From an optimization exercise on the open Yosys and OpenROAD flow, aimed at small area, a short achievable clock period and few clock cycles; shortcuts taken in it are not production practice.
Where RTL was checked, it was by simulation tests only, not by an equivalence proof against the original.
Power is estimated from default activity; no workload was simulated.

==> quartz <==
==> flow/design.v <==
module brs #(
    parameter MAX_LEN = 16
) (
    input  wire        clk,
    input  wire        rst,           
    input  wire        req_valid,
    input  wire        req_write,
    input  wire [2:0]  req_size,      
    input  wire [12:0] req_addr,
    input  wire [31:0] req_wdata,
    output reg         resp_valid,
    output reg         resp_err,
    output reg  [31:0] resp_rdata
);
    localparam NB = 8 * MAX_LEN;       
    localparam K  = 2;                 
    localparam G  = 32 / K;            
    localparam GW = $clog2(G);
    localparam [31:0] ID_VALUE = 32'h4252_5301;
    localparam [2:0] E_NONE = 3'd0, E_NULL = 3'd1, E_NEG = 3'd2,
                     E_WIN = 3'd3, E_ILL = 3'd4;
    localparam [1:0] PH_IDLE = 2'd0, PH_WAIT = 2'd1, PH_ROT = 2'd3;
    reg [NB-1:0]   bits;
    reg [4:0]      len;
    reg            bound;
    reg            carry;
    reg [2:0]      err;
    reg            busy;
    reg [31:0]     count;
    reg [31:0]     window;
    reg [1:0]      phase;
    reg            dir_right;     
    reg            wrap;          
    reg            shift_op;      
    reg [7:0]      m;             
    reg [8:0]      m3;            
    reg [7:0]      m1, m4, m8;    
    reg [GW-1:0]   grp;           
    reg [6:0]      rem;           
    reg            e_done;        
    reg            sneg;          
    reg [6:0]      smag;          
    reg            st_l8, st_l1, st_r1;    
    reg [7:0]      mi;            
    wire [12:0] a       = req_addr;
    wire        sz1     = (req_size == 3'd1);
    wire        sz4     = (req_size == 3'd4);
    wire        in_regs = (a[12:5] == 8'd0) && (a[4:2] != 3'b111);
    wire        in_buf  = (a[12:4] == 9'h100);
    wire [3:0]  bi      = a[3:0];
    wire        hazard_reg = (a[4:2] == 3'd0) || (a[4:2] == 3'd2) ||
                             (a[4:2] == 3'd3) || (a[4:2] == 3'd4);
    wire bus_err = !(sz1 || sz4) ||
                   (in_regs ? (sz1 || (a[1:0] != 2'b00) || (busy && req_write && hazard_reg))
                            : (!in_buf || (sz4 && (bi[1:0] != 2'b00)) || busy));
    wire ok  = req_valid && !bus_err;
    wire wr  = ok && req_write;
    integer q;
    reg [NB-1:0] th, ti;
    always @* for (q = 0; q < NB; q = q + 1) begin
        th[q] = (q < m);
        ti[q] = (q < mi);
    end
    wire s_first = bits[NB-1] & th[0];                    
    reg [NB-1:0] sv;                                      
    always @* for (q = 0; q < NB; q = q + 1) sv[q] = bits[NB-1-q];
    wire s_last = sv[m1[6:0]] & th[0];                    
    wire [7:0] s8 = bits[NB-1 -: 8];       
    reg  [7:0] w8;
    always @* for (q = 0; q < 8; q = q + 1) w8[q] = s8[7 - ((q - m[2:0]) & 7)];
    wire fill_l = wrap & s_first;
    wire fill_r = wrap & s_last;
    reg [7:0] wv;
    always @* for (q = 0; q < 8; q = q + 1)
        wv[q] = st_l8 ? w8[q] : st_l1 ? fill_l : fill_r;
    reg [NB-1:0] stepv;
    reg cin;
    always @* begin
        for (q = 0; q < NB; q = q + 1) begin
            if (st_l8)
                cin = (q + 8 < NB) ? bits[(NB-1-q-8) < 0 ? 0 : NB-1-q-8] : 1'b0;
            else if (st_l1)
                cin = (q + 1 < NB) ? bits[(NB-1-q-1) < 0 ? 0 : NB-1-q-1] : 1'b0;
            else
                cin = (q > 0) ? bits[(NB-q) > NB-1 ? NB-1 : NB-q] : 1'b0;
            if (q == 0)
                stepv[NB-1] = (ti[0] && !st_r1) ? cin : wv[0];
            else
                stepv[NB-1-q] = ti[q] ? cin : wv[q % 8];
        end
    end
    wire step_any   = st_l8 | st_l1 | st_r1;
    wire step_carry = st_r1 ? s_last : s_first;
    function [2:0] pick;               
        input       ng;
        input [6:0] mg;
        begin
            if (mg == 7'd0)                                   pick = 3'b000;
            else if (ng)                                      pick = 3'b001;
            else if (mg >= 7'd8 || (mg >= 7'd5 && m >= 8'd8)) pick = 3'b100;
            else                                              pick = 3'b010;
        end
    endfunction
    function [7:0] pick_mi;
        input [2:0] p;
        begin
            pick_mi = p[2] ? m8 : p[1] ? m1 : m;
        end
    endfunction
    wire       over8     = (smag < 7'd8);
    wire       sneg_next = st_l8 ? over8 : sneg;
    wire [6:0] smag_next = st_l8 ? (over8 ? (7'd8 - smag) : (smag - 7'd8))
                         : step_any ? (smag - 7'd1) : smag;
    wire [2:0] p_next    = pick(sneg_next, smag_next);
    wire       fin_rot   = (phase == PH_ROT) && (p_next == 3'b000);
    wire [8:0]   m2   = {m, 1'b0};
    wire [K-1:0] cgrp = count[K*grp +: K];
    reg  [6:0]   rk;
    reg  [8:0]   t;
    always @* begin
        rk = rem;
        for (q = 0; q < K / 2; q = q + 1) begin
            t = {rk, cgrp[K-1-2*q -: 2]};
            if (t >= m3)              rk = t - m3;
            else if (t >= m2)         rk = t - m2;
            else if (t >= {1'b0, m})  rk = t - {1'b0, m};
            else                      rk = t[6:0];
        end
    end
    wire [6:0] mr    = m[6:0] - rem;              
    wire       rz    = (rem == 7'd0);
    wire       neg_l = !rz && ({1'b0, rem} >= m4);
    wire       neg_r = !rz && (rem <= 7'd4);
    wire [6:0] mag_l = neg_l ? mr : rem;
    wire [6:0] mag_r = (neg_r || rz) ? rem : mr;
    wire [2:0] p_l   = pick(neg_l, mag_l);
    wire [2:0] p_r   = pick(neg_r, mag_r);
    wire [2:0] p_plan = dir_right ? p_r : p_l;
    wire fin_plan  = (phase == PH_WAIT) && e_done && (p_plan == 3'b000);
    wire busy_vis  = busy && !fin_rot && !fin_plan;
    wire carry_vis = (fin_rot && shift_op) ? step_carry : carry;
    reg [31:0] word_rd;
    reg [7:0]  byte_rd;
    always @* begin
        case (bi[3:2])
            2'd0: word_rd = bits[127:96];
            2'd1: word_rd = bits[95:64];
            2'd2: word_rd = bits[63:32];
            default: word_rd = bits[31:0];
        endcase
        case (bi[1:0])
            2'd0: byte_rd = word_rd[31:24];
            2'd1: byte_rd = word_rd[23:16];
            2'd2: byte_rd = word_rd[15:8];
            default: byte_rd = word_rd[7:0];
        endcase
    end
    reg [31:0] rd_data;
    always @* begin
        rd_data = 32'd0;
        if (in_regs) begin
            case (a[4:2])
                3'd1: rd_data = {25'd0, err, 1'b0, bound, carry_vis, busy_vis};
                3'd2: rd_data = count;
                3'd3: rd_data = window;
                3'd4: rd_data = {27'd0, len};
                3'd5: rd_data = ID_VALUE;
                3'd6: rd_data = MAX_LEN;
                default: rd_data = 32'd0;
            endcase
        end else if (sz1)
            rd_data = {24'd0, byte_rd};
        else
            rd_data = word_rd;
    end
    reg [31:0] lane;
    always @* begin
        lane = req_wdata;
        if (sz1)
            lane = {4{req_wdata[7:0]}};
    end
    reg [15:0] byte_we;
    always @* for (q = 0; q < 16; q = q + 1)
        byte_we[q] = wr && in_buf && (bi[3:2] == q / 4) && (sz4 || bi[1:0] == q % 4);
    wire         step_en = (phase == PH_ROT) && step_any;
    reg [NB-1:0] bit_en;            
    always @* for (q = 0; q < NB; q = q + 1)
        bit_en[q] = byte_we[q / 8] || (step_en && th[q]);
    wire        cmd_wr    = wr && in_regs && (a[4:2] == 3'd0);
    wire [31:0] cw        = req_wdata;
    wire        cmd_legal = (cw[31:3] == 29'd0) && (cw[2:1] != 2'b00);
    wire        cmd_rot   = cw[2];
    wire        cmd_win   = cw[2] & cw[1];
    wire [7:0]  l_bits    = {len, 3'b000};
    wire [7:0]  l1_bits   = (len == 5'd0) ? 8'd0 : {len - 5'd1, 3'b111};
    wire        win_bad   = window[31] || (window > {24'd0, l_bits});
    reg [2:0] cmd_code;
    always @* begin
        if (!cmd_legal)                 cmd_code = E_ILL;
        else if (!bound)                cmd_code = E_NULL;
        else if (cmd_rot && count[31])  cmd_code = E_NEG;
        else if (cmd_win && win_bad)    cmd_code = E_WIN;
        else                            cmd_code = E_NONE;
    end
    wire [7:0] m_acc   = cmd_win ? window[7:0] : l_bits;
    wire       acc     = cmd_wr && (cmd_code == E_NONE);
    wire       bypass  = cmd_rot && e_done && (m == m_acc);
    wire [2:0] p_acc   = cw[0] ? p_r : p_l;
    wire       wr_cnt  = wr && in_regs && (a[4:2] == 3'd2);
    wire       e_start = wr_cnt || (acc && (!cmd_rot || m != m_acc));
    wire       use_w   = !wr_cnt && cmd_win;
    wire [7:0] w8b     = window[7:0];
    wire       pow2_w  = ((w8b & (w8b - 8'd1)) == 8'd0);
    wire       pow2_l  = ((len & (len - 5'd1)) == 5'd0);
    wire [6:0] mask_w  = (w8b[6:0] - 7'd1) & {7{w8b != 8'd0 && pow2_w}};
    wire [6:0] mask_l  = (l_bits[6:0] - 7'd1) & {7{len != 5'd0 && pow2_l}};
    wire [7:0]  e_m    = use_w ? w8b : l_bits;
    wire [8:0]  e_m3   = {1'b0, e_m} + {e_m, 1'b0};
    wire        e_pow2 = use_w ? pow2_w : pow2_l;
    wire [6:0]  e_mask = use_w ? mask_w : mask_l;
    wire [31:0] e_cnt  = wr_cnt ? req_wdata : count;
    wire [1:0] zb = (e_cnt[31:8]  == 24'd0) ? 2'd3 :
                    (e_cnt[31:16] == 16'd0) ? 2'd2 :
                    (e_cnt[31:24] == 8'd0)  ? 2'd1 : 2'd0;
    always @(posedge clk) begin
        if (rst) begin
            len        <= 5'd0;
            bound      <= 1'b0;
            carry      <= 1'b0;
            err        <= E_NONE;
            busy       <= 1'b0;
            count      <= 32'd0;
            window     <= 32'd0;
            phase      <= PH_IDLE;
            m          <= 8'd0;
            m3         <= 9'd0;
            m1         <= 8'd0;
            m4         <= 8'd0;
            m8         <= 8'd0;
            rem        <= 7'd0;
            e_done     <= 1'b1;
            st_l8      <= 1'b0;
            st_l1      <= 1'b0;
            st_r1      <= 1'b0;
            resp_valid <= 1'b0;
            resp_err   <= 1'b0;
            resp_rdata <= 32'd0;
        end else begin
            resp_valid <= req_valid;
            resp_err   <= req_valid && bus_err;
            resp_rdata <= (ok && !req_write) ? rd_data : 32'd0;
            if (wr && in_regs) begin
                case (a[4:2])
                    3'd2: count  <= req_wdata;
                    3'd3: window <= req_wdata;
                    3'd4:
                        if (req_wdata <= MAX_LEN) begin
                            len   <= req_wdata[4:0];
                            bound <= 1'b1;
                        end else begin
                            bound <= 1'b0;
                        end
                    default: ;
                endcase
            end
            if (e_start) begin
                m   <= e_m;
                m3  <= e_m3;
                m1  <= (e_m == 8'd0) ? 8'd0 : e_m - 8'd1;
                m4  <= (e_m < 8'd4) ? 8'd0 : e_m - 8'd4;
                m8  <= (e_m < 8'd8) ? 8'd0 : e_m - 8'd8;
                rem <= e_cnt[6:0] & e_mask;
                grp <= G - 1 - zb * (8 / K);
                e_done <= e_pow2;
            end else if (!e_done) begin
                rem <= rk;
                grp <= grp - 1'b1;
                if (grp == 0)
                    e_done <= 1'b1;
            end
            if (cmd_wr)
                err <= cmd_code;
            if (acc) begin
                busy      <= 1'b1;
                dir_right <= cw[0];
                wrap      <= cmd_rot;
                shift_op  <= !cmd_rot;
                if (!cmd_rot) begin
                    sneg  <= cw[0];
                    smag  <= 7'd1;
                    {st_l8, st_l1, st_r1} <= cw[0] ? 3'b001 : 3'b010;
                    mi    <= cw[0] ? l_bits : l1_bits;
                    phase <= PH_ROT;
                end else if (bypass) begin
                    sneg  <= cw[0] ? neg_r : neg_l;
                    smag  <= cw[0] ? mag_r : mag_l;
                    {st_l8, st_l1, st_r1} <= p_acc;
                    mi    <= pick_mi(p_acc);
                    phase <= PH_ROT;
                end else begin
                    phase <= PH_WAIT;
                end
            end
            case (phase)
                PH_WAIT:
                    if (e_done) begin
                        sneg  <= dir_right ? neg_r : neg_l;
                        smag  <= dir_right ? mag_r : mag_l;
                        {st_l8, st_l1, st_r1} <= p_plan;
                        mi    <= pick_mi(p_plan);
                        if (p_plan == 3'b000) begin
                            busy  <= 1'b0;
                            phase <= PH_IDLE;
                        end else
                            phase <= PH_ROT;
                    end
                PH_ROT: begin
                    sneg <= sneg_next;
                    smag <= smag_next;
                    {st_l8, st_l1, st_r1} <= p_next;
                    mi   <= pick_mi(p_next);
                    if (shift_op)
                        carry <= step_carry;
                    if (fin_rot) begin
                        busy  <= 1'b0;
                        phase <= PH_IDLE;
                    end
                end
                default: ;
            endcase
            for (q = 0; q < NB; q = q + 1)
                if (bit_en[q])
                    bits[NB-1-q] <= busy ? stepv[NB-1-q] : lane[31-8*((q/8)%4)-(q%8)];
        end
    end
endmodule
==> flow/run.sh <==
#!/bin/bash
# synth_recipe.tcl (not shown) runs the flow's synth.tcl, then flattens the netlist and writes it again
# the make line also repeats each setting of config.mk as NAME=value (left out here)
make -C /OpenROAD-flow-scripts/flow DESIGN_CONFIG=/design/flow/config.mk WORK_HOME=/design/flow/orfs CLKGATE_MAP_FILE= SYNTH_SCRIPT=/design/flow/synth_recipe.tcl finish
==> flow/config.mk <==
export PLATFORM = sky130hd
export DESIGN_NAME = brs
export DESIGN_NICKNAME = brs
export VERILOG_FILES = /design/flow/design.v
export SDC_FILE = /design/flow/constraint.sdc
export NUM_CORES = 4
export LEC_CHECK = 0
export CAP_MARGIN = 20
export CORE_MARGIN = 2
export CORE_UTILIZATION = 50
export SETUP_SLACK_MARGIN = 2.0
export SLEW_MARGIN = 20
==> flow/constraint.sdc <==
create_clock -name core_clock -period 6.0 [get_ports {clk}]
set_input_delay 1.2000 -clock core_clock [delete_from_list [all_inputs] [get_ports {clk}]]
set_output_delay 1.2000 -clock core_clock [all_outputs]
set_load 0.01 [all_outputs]
==> harbor (differences from quartz) <==
--- a/flow/design.v
+++ b/flow/design.v
@@ -13,9 +13,8 @@
     output reg  [31:0] resp_rdata
 );
     localparam NB = 8 * MAX_LEN;       
-    localparam K  = 2;                 
-    localparam G  = 32 / K;            
-    localparam GW = $clog2(G);
+    localparam G  = 11;                
+    localparam GW = 4;
     localparam [31:0] ID_VALUE = 32'h4252_5301;
     localparam [2:0] E_NONE = 3'd0, E_NULL = 3'd1, E_NEG = 3'd2,
                      E_WIN = 3'd3, E_ILL = 3'd4;
@@ -33,7 +32,7 @@
     reg            wrap;          
     reg            shift_op;      
     reg [7:0]      m;             
-    reg [8:0]      m3;            
+    reg [9:0]      m3, m5, m7;    
     reg [7:0]      m1, m4, m8;    
     reg [GW-1:0]   grp;           
     reg [6:0]      rem;           
@@ -113,19 +112,24 @@
                          : step_any ? (smag - 7'd1) : smag;
     wire [2:0] p_next    = pick(sneg_next, smag_next);
     wire       fin_rot   = (phase == PH_ROT) && (p_next == 3'b000);
-    wire [8:0]   m2   = {m, 1'b0};
-    wire [K-1:0] cgrp = count[K*grp +: K];
+    wire [32:0]  cext = {1'b0, count};
+    reg  [2:0]   cgrp;            
+    wire [GW-1:0] grp_dn = grp - 1'b1;
+    wire [9:0]   t    = {rem, cgrp};
+    wire [9:0]   mm1  = {2'b00, m};
+    wire [9:0]   mm2  = {1'b0, m, 1'b0};
+    wire [9:0]   mm4  = {m, 2'b00};
+    wire [9:0]   mm6  = {m3[8:0], 1'b0};
     reg  [6:0]   rk;
-    reg  [8:0]   t;
     always @* begin
-        rk = rem;
-        for (q = 0; q < K / 2; q = q + 1) begin
-            t = {rk, cgrp[K-1-2*q -: 2]};
-            if (t >= m3)              rk = t - m3;
-            else if (t >= m2)         rk = t - m2;
-            else if (t >= {1'b0, m})  rk = t - {1'b0, m};
-            else                      rk = t[6:0];
-        end
+        if      (t >= m7)  rk = t - m7;
+        else if (t >= mm6) rk = t - mm6;
+        else if (t >= m5)  rk = t - m5;
+        else if (t >= mm4) rk = t - mm4;
+        else if (t >= m3)  rk = t - m3;
+        else if (t >= mm2) rk = t - mm2;
+        else if (t >= mm1) rk = t - mm1;
+        else               rk = t[6:0];
     end
     wire [6:0] mr    = m[6:0] - rem;              
     wire       rz    = (rem == 7'd0);
@@ -215,13 +219,25 @@
     wire [6:0] mask_w  = (w8b[6:0] - 7'd1) & {7{w8b != 8'd0 && pow2_w}};
     wire [6:0] mask_l  = (l_bits[6:0] - 7'd1) & {7{len != 5'd0 && pow2_l}};
     wire [7:0]  e_m    = use_w ? w8b : l_bits;
-    wire [8:0]  e_m3   = {1'b0, e_m} + {e_m, 1'b0};
+    wire [9:0]  e_m3   = {2'b00, e_m} + {1'b0, e_m, 1'b0};
+    wire [9:0]  e_m5   = {2'b00, e_m} + {e_m, 2'b00};
+    wire [9:0]  e_m7   = {e_m, 3'b000} - {2'b00, e_m};
     wire        e_pow2 = use_w ? pow2_w : pow2_l;
     wire [6:0]  e_mask = use_w ? mask_w : mask_l;
     wire [31:0] e_cnt  = wr_cnt ? req_wdata : count;
-    wire [1:0] zb = (e_cnt[31:8]  == 24'd0) ? 2'd3 :
-                    (e_cnt[31:16] == 16'd0) ? 2'd2 :
-                    (e_cnt[31:24] == 8'd0)  ? 2'd1 : 2'd0;
+    wire [32:0] e_cx = {1'b0, e_cnt};
+    reg  [3:0]  g_top;
+    reg         g_any;
+    integer gi;
+    always @* begin
+        g_top = 4'd0;
+        g_any = 1'b0;
+        for (gi = 0; gi < G; gi = gi + 1)
+            if (e_cx[3*gi +: 3] != 3'd0) begin
+                g_top = gi;
+                g_any = 1'b1;
+            end
+    end
     always @(posedge clk) begin
         if (rst) begin
             len        <= 5'd0;
@@ -233,7 +249,9 @@
             window     <= 32'd0;
             phase      <= PH_IDLE;
             m          <= 8'd0;
-            m3         <= 9'd0;
+            m3         <= 10'd0;
+            m5         <= 10'd0;
+            m7         <= 10'd0;
             m1         <= 8'd0;
             m4         <= 8'd0;
             m8         <= 8'd0;
@@ -266,15 +284,19 @@
             if (e_start) begin
                 m   <= e_m;
                 m3  <= e_m3;
+                m5  <= e_m5;
+                m7  <= e_m7;
                 m1  <= (e_m == 8'd0) ? 8'd0 : e_m - 8'd1;
                 m4  <= (e_m < 8'd4) ? 8'd0 : e_m - 8'd4;
                 m8  <= (e_m < 8'd8) ? 8'd0 : e_m - 8'd8;
                 rem <= e_cnt[6:0] & e_mask;
-                grp <= G - 1 - zb * (8 / K);
-                e_done <= e_pow2;
+                grp <= g_top;
+                cgrp <= e_cx[3*g_top +: 3];
+                e_done <= e_pow2 || !g_any;
             end else if (!e_done) begin
                 rem <= rk;
-                grp <= grp - 1'b1;
+                grp <= grp_dn;
+                cgrp <= cext[3*grp_dn +: 3];
                 if (grp == 0)
                     e_done <= 1'b1;
             end
- CORE_UTILIZATION: 50 -> 60
- PLACE_DENSITY: default -> 0.7
- SETUP_SLACK_MARGIN: 2.0 -> 2.5
==> out/results.tsv <==
metric	value	unit
total power draw	5.25	mW
Post-CTS Resized	46	
final-layout clock-cell area share	4.07	%
via count	30600	
post-route cell area	0.0304	sq mm
max-slew violations	0	
CP Capture Point	rem[1]	
grt total ovfl	0	
multiplexer share of the synthesized area	15.0	%
Sink Count	313	
Compound-Gate Fraction of Synth Area	26.0	%
pre-CTS setup slack	0.723	ns
Setup TNS	0	ns
status	complete, no violations	
switching power	1.51	mW
Worst Setup End Kind	flip-flop	
The numbers above come from quartz.

==> out/results.tsv <==
metric	value	unit
pre-CTS setup slack	0.620	ns
grt total ovfl	8	
Sink Count	333	
Compound-Gate Fraction of Synth Area	26.8	%
Fail Step	global routing (5_1_grt)	
Yosys reg bits	333	
multiplexer share of the synthesized area	15.2	%
Port Buf Inserts	85	
status	stopped before the end	
Post-Synthesis Cells	3774	
error that halted the flow	[ERROR GRT-0232] Routing congestion too high. Check the congestion heatmap in the GUI.	
Total Routing Usage GR	74.3	%
Post-CTS Resized	426	
The numbers above come from harbor.

Testbench counts of quartz, summed over its fixed seeds: cycles 6,852.
Only the layout flow was run in harbor; the RTL was not checked for function there.

static timing again, ports no longer ideal:
Ports are ideal in the flow. The routed layout listed here was re-timed in OpenROAD. Step 1 (the two cells are an assumption about what drives the block):
set clk [get_ports {clk}]
set_driving_cell -lib_cell sky130_fd_sc_hd__clkbuf_16 $clk
set_driving_cell -lib_cell sky130_fd_sc_hd__buf_2 [delete_from_list [all_inputs] $clk]
Step 2 times the ports against the registers' clock, not the clock port: input delays grow and output delays shrink by t, the midpoint of the rising clock arrivals with the driver on. a / b / c = ideal ports / drivers / drivers and shift; a / b = the first two.
run: quartz
t (ns): 0.651
setup slack, ns: 1.905 / 1.905 / 1.454
latest minus earliest clock arrival (ns): 0.041 / 0.041
slew at the worst register clock pin (ns): 0.07 / 0.07
worst slew at a driven data input, ns: 0.09
After both steps setup and hold are still met in quartz. For quartz, drivers alone change the setup slack by 0.000 ns; drivers and shift together by -0.451 ns.
